Source: an optimization exercise on an open RTL-to-GDS flow (aim: small area). Production flows keep margins and buffers that such runs may drop.
The RTL was checked by simulation tests, not by an equivalence proof against the original design.
No activity file was given, so power comes from the tool's default toggle rates.

==> inputs of v27 <==
// text2matrix
module text2matrix (
    input  wire        clk,
    input  wire        rst,
    input  wire        invert,
    input  wire        cmd_valid,
    output wire        cmd_ready,
    input  wire [31:0] cmd,
    output wire [1:0]  status,
    output wire [7:0]  row,
    output wire [7:0]  col
);
    localparam [5:0] BLANK = 6'd3;
    localparam [5:0] TERM  = 6'd63;
    localparam [2:0] S_IDLE  = 3'd0;
    localparam [2:0] S_WTXT  = 3'd1;
    localparam [2:0] S_WFRM  = 3'd2;
    localparam [2:0] S_ENC   = 3'd3;
    localparam [2:0] S_INIT  = 3'd4;
    localparam [2:0] S_FILL  = 3'd5;
    localparam [2:0] S_SYNC  = 3'd6;
    localparam [2:0] S_SHOW  = 3'd7;
    reg  [5:0]   t;           
    reg  [191:0] txr;         
    reg  [191:0] snr;         
    reg  [63:0]  ufr;         
    reg          inv;
    reg          pbv;
    reg  [2:0]   st;
    reg          draw;
    reg          render;
    reg          wphase;      
    reg          term;        
    reg  [5:0]   len;
    reg  [15:0]  arg;         
    reg  [2:0]   o;           
    reg  [2:0]   rp;          
    reg          pend;        
    reg  [5:0]   w0, w1, w2;  
    reg          pv;          
    reg  [5:0]   pidx;        
    reg  [7:0]   sh;          
    reg  [7:0]   cf;          
    reg  [2:0]   s;           
    reg          rv;          
    wire         busy = st != S_IDLE;
    assign cmd_ready = ~busy;
    assign status    = {pbv, busy};
    assign row       = (rv ? (8'd1 << s) : 8'd0) ^ {8{inv}};
    assign col       = cf;
    wire [3:0]  op  = cmd[31:28];
    wire [3:0]  rsv = cmd[27:24];
    wire [15:0] a16 = cmd[23:8];
    wire [7:0]  a8  = cmd[7:0];
    wire accept = cmd_valid && !busy;
    wire ok_wtxt    = rsv == 4'd0 && op == 4'h1 && a16 < 16'd32;
    wire ok_wfrm    = rsv == 4'd0 && op == 4'h2 && a16 < 16'd8;
  ...
Settings: LEC_CHECK=0, CAP_MARGIN=5, CORE_MARGIN=2, CORE_UTILIZATION=50, GPL_TIMING_DRIVEN=0, PLACE_DENSITY=0.75, SLEW_MARGIN=5; clock period 14.0 ns.
standard.sh (not shown) runs the stock make flow with config.mk's settings and CLKGATE_MAP_FILE= SYNTH_SCRIPT=/design/flow/synth_recipe.tcl, a recipe that flattens the netlist after the stock synthesis.
==> flow/flow/run.sh <==
#!/bin/bash
# Layout flow: the standard flow (standard.sh) with these changes:
#  - synthesis maps the logic with an area-oriented ABC script that maps it
#    five times over (flow/synth_wrap.tcl, flow/abc_small.script)
#    and leaves adders to ABC instead of mapping them to ha/fa cells first;
#  - clock tree synthesis inserts no dummy loads and builds larger sink clusters
#    from clkbuf_8 buffers;
#  - the buffer that placement puts on every input and output port is buf_1.
# Each make run's full output goes to its own log here; ORFS keeps each step's
# log under orfs/logs/.
set -euo pipefail
cd "$(dirname "$0")/.."
W=$(pwd)
export FLOW_SYNTH_TCL="$W/synth_recipe.tcl"
CTS="-sink_clustering_enable -repair_clock_nets -dont_use_dummy_load -buf_list {sky130_fd_sc_hd__clkbuf_8} -sink_clustering_size 18 -sink_clustering_max_diameter 50"
PORTS="-buffer_cell sky130_fd_sc_hd__buf_1"
SYN=("SYNTH_SCRIPT=$W/flow/synth_wrap.tcl" "ADDER_MAP_FILE=")
bash standard.sh "${SYN[@]}" synth > "$W/run_synth.log" 2>&1
bash standard.sh "${SYN[@]}" "CTS_ARGS=$CTS" "BUFFER_PORTS_ARGS=$PORTS" finish > "$W/run_layout.log" 2>&1
==> flow/flow/abc_small.script <==
strash
dc2
dc2
dc2
&get -n
&dch -f
&nf -R 1000
&put
strash
dc2
&get -n
&dch -f
&nf -R 1000
&put
strash
dc2
&get -n
&dch -f
&nf -R 1000
&put
strash
dc2
&get -n
&dch -f
&nf -R 1000
&put
strash
dc2
&get -n
&dch -f
&nf -R 1000
&put
==> flow/flow/synth_wrap.tcl <==
# The standard synthesis (synth_recipe.tcl, named by FLOW_SYNTH_TCL), with
# flow/abc_small.script, an area-oriented script, as the ABC script of its
# technology mapping. Nothing else changes: the same passes, the same registers.
set abc_small [file join [file dirname [file normalize [info script]]] abc_small.script]
proc abc {args} {
    global abc_small
    set i [lsearch -exact $args -script]
    if {$i >= 0} {
        lset args [expr {$i + 1}] $abc_small
    }
    yosys abc {*}$args
}
source $::env(FLOW_SYNTH_TCL)
==> v13: changes against v27 <==
--- a/flow/design.v
+++ b/flow/design.v
@@ -33,13 +33,12 @@
     reg  [5:0]   len;
     reg  [15:0]  arg;         
     reg  [2:0]   o;           
     reg  [2:0]   rp;          
     reg          pend;        
     reg  [5:0]   w0, w1, w2;  
-    reg          pv;          
     reg  [5:0]   pidx;        
     reg  [7:0]   sh;          
     reg  [7:0]   cf;          
     reg  [2:0]   s;           
     reg          rv;          
     wire         busy = st != S_IDLE;
@@ -128,13 +127,13 @@
     wire [7:0] sh_n = {sh[6:0], ~((draw ? ubit : gbit) ^ inv)};
     wire        bnd    = t[3:0] == 4'd15;
     wire [14:0] dec    = arg[15:1] - 15'd1;
     wire        more   = draw ? (arg > 16'd2) : (arg[7:0] > 8'd2);
     wire [5:0]  nsl    = nsl_of(arg[15:8]);
     wire        last_k = {pidx, o} == endpos(len);
-    wire        fetch  = !pv && t[4:0] == pidx[4:0];
+    wire        fetch  = t[4:0] == pidx[4:0];
     wire        tx_wr  = st == S_WTXT && t[4:0] == arg[4:0];
     wire [5:0]  tx0    = txr[5:0];
     wire        sn_wr  = st == S_ENC && wphase;
     wire [5:0]  sn_d   = (term || tx0 == TERM || {1'b0, t[4:0]} >= len) ? BLANK : tx0;
     wire        uf_wr  = st == S_WFRM && (wphase || t[5:0] == {arg[2:0], 3'b000});
     always @(posedge clk) begin
@@ -156,16 +155,14 @@
             pbv    <= 1'b0;
             st     <= S_IDLE;
             rv     <= 1'b0;
             cf     <= {8{~invert}};
         end else begin
             t <= t + 6'd1;
-            if (fetch) begin
+            if (fetch)
                 w2 <= pidx[5] ? BLANK : snr[5:0];
-                pv <= 1'b1;
-            end
             case (st)
             S_IDLE: begin
                 if (accept) begin
                     draw   <= 1'b0;
                     render <= ok_render;
                     wphase <= 1'b0;
@@ -216,25 +213,24 @@
             end
             S_INIT: begin
                 rp   <= 3'd0;
                 o    <= 3'd5;
                 w0   <= BLANK;
                 w1   <= BLANK;
-                pv   <= 1'b0;
                 pidx <= 6'd0;
                 if (!draw)
                     arg[7:0] <= {1'b0, nsl, 1'b0};
                 if (draw ? arg == 16'd0 : nsl == 6'd0) begin
                     if (render)
                         pbv <= 1'b0;
                     st <= S_IDLE;
                 end else
                     st <= draw ? S_SYNC : S_FILL;
             end
             S_FILL: begin
-                if (pv)
+                if (fetch)
                     st <= S_SYNC;
             end
             S_SYNC: begin
                 pend <= 1'b1;
                 if (t[3:0] == 4'd7)
                     st <= S_SHOW;
@@ -260,13 +256,12 @@
                             arg[7:0] <= {1'b0, nsl, 1'b0};
                             rp <= 3'd0;
                             if (o == 3'd5) begin
                                 o    <= 3'd0;
                                 w0   <= w1;
                                 w1   <= w2;
-                                pv   <= 1'b0;
                                 pidx <= pidx + 6'd1;
                             end else
                                 o <= o + 3'd1;
                         end
                     end
                 end
--- a/flow/flow/run.sh
+++ b/flow/flow/run.sh
@@ -9,11 +9,11 @@
 # Each make run's full output goes to its own log here; ORFS keeps each step's
 # log under orfs/logs/.
 set -euo pipefail
 cd "$(dirname "$0")/.."
 W=$(pwd)
 export FLOW_SYNTH_TCL="$W/synth_recipe.tcl"
-CTS="-sink_clustering_enable -repair_clock_nets -dont_use_dummy_load -buf_list {sky130_fd_sc_hd__clkbuf_8} -sink_clustering_size 18 -sink_clustering_max_diameter 50"
+CTS="-sink_clustering_enable -repair_clock_nets -dont_use_dummy_load -buf_list {sky130_fd_sc_hd__clkbuf_8} -sink_clustering_size 21 -sink_clustering_max_diameter 45"
 PORTS="-buffer_cell sky130_fd_sc_hd__buf_1"
 SYN=("SYNTH_SCRIPT=$W/flow/synth_wrap.tcl" "ADDER_MAP_FILE=")
 bash standard.sh "${SYN[@]}" synth > "$W/run_synth.log" 2>&1
 bash standard.sh "${SYN[@]}" "CTS_ARGS=$CTS" "BUFFER_PORTS_ARGS=$PORTS" finish > "$W/run_layout.log" 2>&1
- PLACE_DENSITY: 0.75 -> 0.6
==> v12: changes against v27 <==
--- a/flow/design.v
+++ b/flow/design.v
@@ -21,12 +21,13 @@
     localparam [2:0] S_SHOW  = 3'd7;
     reg  [5:0]   t;           
     reg  [191:0] txr;         
     reg  [191:0] snr;         
     reg  [63:0]  ufr;         
     reg          inv;
+    reg          busy;
     reg          pbv;
     reg  [2:0]   st;
     reg          draw;
     reg          render;
     reg          wphase;      
     reg          term;        
@@ -39,44 +40,49 @@
     reg          pv;          
     reg  [5:0]   pidx;        
     reg  [7:0]   sh;          
     reg  [7:0]   cf;          
     reg  [2:0]   s;           
     reg          rv;          
-    wire         busy = st != S_IDLE;
     assign cmd_ready = ~busy;
     assign status    = {pbv, busy};
     assign row       = (rv ? (8'd1 << s) : 8'd0) ^ {8{inv}};
-    assign col       = cf;
+    assign col       = ~(cf ^ {8{inv}});
     wire [3:0]  op  = cmd[31:28];
     wire [3:0]  rsv = cmd[27:24];
     wire [15:0] a16 = cmd[23:8];
     wire [7:0]  a8  = cmd[7:0];
     wire accept = cmd_valid && !busy;
     wire ok_wtxt    = rsv == 4'd0 && op == 4'h1 && a16 < 16'd32;
     wire ok_wfrm    = rsv == 4'd0 && op == 4'h2 && a16 < 16'd8;
     wire ok_encode  = rsv == 4'd0 && op == 4'h3 && a8 == 8'd0 && a16 <= 16'd32 && !pbv;
     wire ok_animate = rsv == 4'd0 && op == 4'h4 && a16 == 16'd0 && a8 != 8'd0 && pbv;
     wire ok_release = rsv == 4'd0 && op == 4'h5 && a16 == 16'd0 && a8 == 8'd0 && pbv;
     wire ok_render  = rsv == 4'd0 && op == 4'h6 && a16 <= 16'd32 && a8 != 8'd0 && !pbv;
     wire ok_draw    = rsv == 4'd0 && op == 4'h7 && a8 == 8'd0;
-    function [5:0] nsl_of(input [7:0] sp);
-        if      (sp > 8'd100) nsl_of = 6'd0;
-        else if (sp > 8'd33)  nsl_of = 6'd1;
-        else if (sp > 8'd20)  nsl_of = 6'd2;
-        else if (sp > 8'd14)  nsl_of = 6'd3;
-        else if (sp > 8'd11)  nsl_of = 6'd4;
-        else if (sp > 8'd9)   nsl_of = 6'd5;
-        else if (sp > 8'd7)   nsl_of = 6'd6;
-        else if (sp > 8'd6)   nsl_of = 6'd7;
-        else if (sp > 8'd5)   nsl_of = 6'd8;
-        else if (sp > 8'd4)   nsl_of = 6'd10;
-        else if (sp > 8'd3)   nsl_of = 6'd13;
-        else if (sp > 8'd2)   nsl_of = 6'd17;
-        else if (sp > 8'd1)   nsl_of = 6'd25;
-        else                  nsl_of = 6'd50;
+    function [6:0] hold_of(input [7:0] sp);
+        if      (sp > 8'd100) hold_of = 7'd0;
+        else if (sp > 8'd50)  hold_of = 7'd1;
+        else if (sp > 8'd33)  hold_of = 7'd2;
+        else if (sp > 8'd25)  hold_of = 7'd3;
+        else if (sp > 8'd20)  hold_of = 7'd4;
+        else if (sp > 8'd16)  hold_of = 7'd5;
+        else if (sp > 8'd14)  hold_of = 7'd6;
+        else if (sp > 8'd12)  hold_of = 7'd7;
+        else if (sp > 8'd11)  hold_of = 7'd8;
+        else if (sp > 8'd10)  hold_of = 7'd9;
+        else if (sp > 8'd9)   hold_of = 7'd10;
+        else if (sp > 8'd8)   hold_of = 7'd11;
+        else if (sp > 8'd7)   hold_of = 7'd12;
+        else if (sp > 8'd6)   hold_of = 7'd14;
+        else if (sp > 8'd5)   hold_of = 7'd16;
+        else if (sp > 8'd4)   hold_of = 7'd20;
+        else if (sp > 8'd3)   hold_of = 7'd25;
+        else if (sp > 8'd2)   hold_of = 7'd33;
+        else if (sp > 8'd1)   hold_of = 7'd50;
+        else                  hold_of = 7'd100;
     endfunction
     function [8:0] endpos(input [5:0] L);
         endpos =
             L == 6'd0 ? {6'd2, 3'd0} :
             L == 6'd1 ? {6'd3, 3'd2} :
             L == 6'd2 ? {6'd4, 3'd4} :
@@ -122,82 +128,94 @@
     wire [3:0] gcol = pos - (wsel == 2'd2 ? 4'd12 : wsel == 2'd1 ? 4'd6 : 4'd0);
     wire [5:0] wch  = wsel == 2'd2 ? w2 : wsel == 2'd1 ? w1 : w0;
     wire       gbit;
     t2m_fontrom u_rom (.ch(wch), .r(rp), .c(gcol[2:0]), .o(gbit));
     wire [2:0] utap = t[5:3] - rp;
     wire       ubit = ufr[{utap, 3'b000}];
-    wire [7:0] sh_n = {sh[6:0], ~((draw ? ubit : gbit) ^ inv)};
+    wire [7:0] sh_n = {sh[6:0], draw ? ubit : gbit};
     wire        bnd    = t[3:0] == 4'd15;
+    wire        lo_nz  = arg[7:1] != 7'd0;
+    wire        hi_nz  = draw && arg[15:8] != 8'd0;
     wire [14:0] dec    = arg[15:1] - 15'd1;
-    wire        more   = draw ? (arg > 16'd2) : (arg[7:0] > 8'd2);
-    wire [5:0]  nsl    = nsl_of(arg[15:8]);
+    wire [15:0] cnt_n  = (lo_nz || hi_nz) ? {dec, arg[0]} : {draw ? 8'd0 : arg[15:8], 8'd0};
+    wire        more   = draw ? (cnt_n != 16'd0) : (cnt_n[7:0] != 8'd0);
     wire        last_k = {pidx, o} == endpos(len);
     wire        fetch  = !pv && t[4:0] == pidx[4:0];
-    wire        tx_wr  = st == S_WTXT && t[4:0] == arg[4:0];
+    wire        tx_wr  = st == S_WTXT && t[4:0] == arg[12:8];
     wire [5:0]  tx0    = txr[5:0];
     wire        sn_wr  = st == S_ENC && wphase;
     wire [5:0]  sn_d   = (term || tx0 == TERM || {1'b0, t[4:0]} >= len) ? BLANK : tx0;
-    wire        uf_wr  = st == S_WFRM && (wphase || t[5:0] == {arg[2:0], 3'b000});
+    wire        uf_wr  = st == S_WFRM && (wphase || t[5:0] == {arg[10:8], 3'b000});
     always @(posedge clk) begin
         txr <= {txr[185:0], txr[191:186]};
         if (tx_wr)
-            txr[11:6] <= code_of(arg[15:8]);
+            txr[11:6] <= code_of(arg[7:0]);
         snr <= {snr[185:0], snr[191:186]};
         if (sn_wr)
             snr[11:6] <= sn_d;
         ufr <= {ufr[62:0], ufr[63]};
         if (uf_wr)
-            ufr[1] <= arg[4'd15 - {1'b0, t[2:0]}];
+            ufr[1] <= arg[3'd7 - t[2:0]];
         sh <= sh_n;
     end
     always @(posedge clk) begin
         if (rst) begin
             inv    <= invert;
             t      <= 6'd0;
+            busy   <= 1'b0;
             pbv    <= 1'b0;
             st     <= S_IDLE;
             rv     <= 1'b0;
-            cf     <= {8{~invert}};
+            cf     <= 8'h00;
         end else begin
             t <= t + 6'd1;
             if (fetch) begin
                 w2 <= pidx[5] ? BLANK : snr[5:0];
                 pv <= 1'b1;
             end
             case (st)
             S_IDLE: begin
                 if (accept) begin
                     draw   <= 1'b0;
                     render <= ok_render;
                     wphase <= 1'b0;
-                    arg    <= {ok_draw ? a16[15:8] : a8, a16[7:0]};
+                    if (ok_wtxt || ok_wfrm)
+                        arg <= cmd[15:0];
+                    if (ok_draw)
+                        arg <= a16;
+                    if (ok_animate || ok_render)
+                        arg <= {1'b0, hold_of(a8), 1'b0, hold_of(a8)};
                     if (ok_encode || ok_render)
                         len <= a16[5:0];
                     if (ok_release)
                         pbv <= 1'b0;
                     if (ok_draw)
                         draw <= 1'b1;
+                    if (ok_wtxt || ok_wfrm || ok_encode || ok_animate || ok_render || ok_draw)
+                        busy <= 1'b1;
                     if (ok_wtxt)
                         st <= S_WTXT;
                     if (ok_wfrm)
                         st <= S_WFRM;
                     if (ok_encode || ok_render)
                         st <= S_ENC;
                     if (ok_animate || ok_draw)
                         st <= S_INIT;
                 end
             end
             S_WTXT: begin
                 if (tx_wr) begin
+                    busy <= 1'b0;
                     st   <= S_IDLE;
                 end
             end
             S_WFRM: begin
                 if (uf_wr)
                     wphase <= 1'b1;
                 if (wphase && t[2:0] == 3'd7) begin
+                    busy <= 1'b0;
                     st   <= S_IDLE;
                 end
             end
             S_ENC: begin
                 if (sn_wr)
                     term <= term || tx0 == TERM;
@@ -206,27 +224,27 @@
                     wphase <= 1'b1;
                     if (wphase) begin
                         pbv <= 1'b1;
                         if (render)
                             st <= S_INIT;
                         else begin
+                            busy <= 1'b0;
                             st   <= S_IDLE;
                         end
                     end
                 end
             end
             S_INIT: begin
                 rp   <= 3'd0;
                 o    <= 3'd5;
                 w0   <= BLANK;
                 w1   <= BLANK;
                 pv   <= 1'b0;
                 pidx <= 6'd0;
-                if (!draw)
-                    arg[7:0] <= {1'b0, nsl, 1'b0};
-                if (draw ? arg == 16'd0 : nsl == 6'd0) begin
+                if (draw ? arg == 16'd0 : arg[7:0] == 8'd0) begin
+                    busy <= 1'b0;
                     if (render)
                         pbv <= 1'b0;
                     st <= S_IDLE;
                 end else
                     st <= draw ? S_SYNC : S_FILL;
             end
@@ -239,28 +257,28 @@
                 if (t[3:0] == 4'd7)
                     st <= S_SHOW;
             end
             S_SHOW: begin
                 if (bnd) begin
                     if (!pend) begin
+                        busy <= 1'b0;
                         if (render)
                             pbv <= 1'b0;
                         st <= S_IDLE;
                     end else begin
                         cf <= sh_n;
                         s  <= rp;
                         rv <= 1'b1;
-                        if (more) begin
-                            arg[7:0] <= {dec[6:0], arg[0]};
-                            if (draw)
-                                arg[15:8] <= dec[14:7];
+                        if (more || draw) begin
+                            arg  <= cnt_n;
                             rp   <= rp + 3'd1;
-                        end else if (draw || last_k) begin
+                            pend <= more;
+                        end else if (last_k) begin
                             pend <= 1'b0;
                         end else begin
-                            arg[7:0] <= {1'b0, nsl, 1'b0};
+                            arg[7:0] <= arg[15:8];
                             rp <= 3'd0;
                             if (o == 3'd5) begin
                                 o    <= 3'd0;
                                 w0   <= w1;
                                 w1   <= w2;
                                 pv   <= 1'b0;
--- a/flow/flow/run.sh
+++ b/flow/flow/run.sh
@@ -1,10 +1,9 @@
 #!/bin/bash
 # Layout flow: the standard flow (standard.sh) with these changes:
-#  - synthesis maps the logic with an area-oriented ABC script that maps it
-#    five times over (flow/synth_wrap.tcl, flow/abc_small.script)
+#  - synthesis maps the logic with an area-oriented ABC script (flow/synth_wrap.tcl)
 #    and leaves adders to ABC instead of mapping them to ha/fa cells first;
 #  - clock tree synthesis inserts no dummy loads and builds larger sink clusters
 #    from clkbuf_8 buffers;
 #  - the buffer that placement puts on every input and output port is buf_1.
 # Each make run's full output goes to its own log here; ORFS keeps each step's
 # log under orfs/logs/.
==> flow/flow/abc_small.script (replaced) <==
strash
dc2
dc2
dc2
&get -n
&dch -f
&nf -R 1000
&put
- CAP_MARGIN: 5 -> 20
- GPL_TIMING_DRIVEN: 0 -> not set
- PLACE_DENSITY: 0.75 -> 0.6
- SLEW_MARGIN: 5 -> 20
==> qor summary <==
item                                                                                                v13             v27             v12
Result of the run                                                                        finished clean  finished clean  finished clean
Proportion of cell area spent on the clock network                                                2.69%           2.98%           2.87%
Clock share of power                                                                              27.3%           23.5%           26.2%
Core ar.                                                                                    0.0334 mm^2     0.0334 mm^2     0.0346 mm^2
Share of the final layout cell area in multi-input gates                                          29.5%           29.4%           32.3%
Drt first-iter violations                                                                          1482            1307            1622
Share of the synthesized netlist area taken by xor and xnor gates                                 2.07%           1.45%           2.09%
Netlist cell types                                                                                   59              64              61
Ant diodes                                                                                            0               1               0
DP Area                                                                                     0.0179 mm^2     0.0179 mm^2     0.0187 mm^2
Total power consumption of the routed design                                                    2.35 mW         2.92 mW         2.60 mW
Transition at the pin with the smallest max-transition slack                                    1.32 ns         1.30 ns         1.03 ns
Final Cell Area                                                                             0.0184 mm^2     0.0185 mm^2     0.0192 mm^2
Clock transition at the register clock pins on the worst setup and hold paths after CTS         0.11 ns         0.10 ns         0.09 ns
Vias after detailed routing                                                                       12600           12800           14000
Area Overhead vs Synth                                                                            9.16%           9.19%           8.92%
Portion of netlist area occupied by mux cells                                                    0.385%          0.318%          0.440%
Count of flip-flops and latches                                                                     535             536             537
Tap cell count                                                                                      448             448             455

[afterwards: timing with drivers on the ports]
How much do the figures lean on ideal ports? The routed layouts below were timed once more, with nothing changed but the port constraints.
Step 1: set_driving_cell puts a clkbuf_16 on clk and a buf_2 on each other input, an assumption about the parent block.
Step 2 adds t to the input delays and takes it off the output delays; t is the mean of the earliest and latest rising clock arrival at the registers after step 1. Input paths then give back, and output paths get back, about the clock's delay inside the block.
Three values: ideal, step 1, step 2; two values: the first two.
run | shift t [ns] | setup WS [ns] | hold slack, ns | worst setup path after step 2
v27 | 0.595 | 7.195 / 7.195 / 7.195 | 0.297 / 0.297 / 0.297 | register to register
v13 | 0.578 | 7.619 / 7.619 / 7.619 | 0.258 / 0.258 / 0.258 | register to register
v12 | 0.607 | 7.924 / 7.956 / 7.349 | 0.259 / 0.259 / 0.259 | input to register
After both steps every run listed still meets setup and hold. For v12, which loses most, drivers alone change the setup slack by +0.032 ns; drivers and shift together by -0.575 ns.
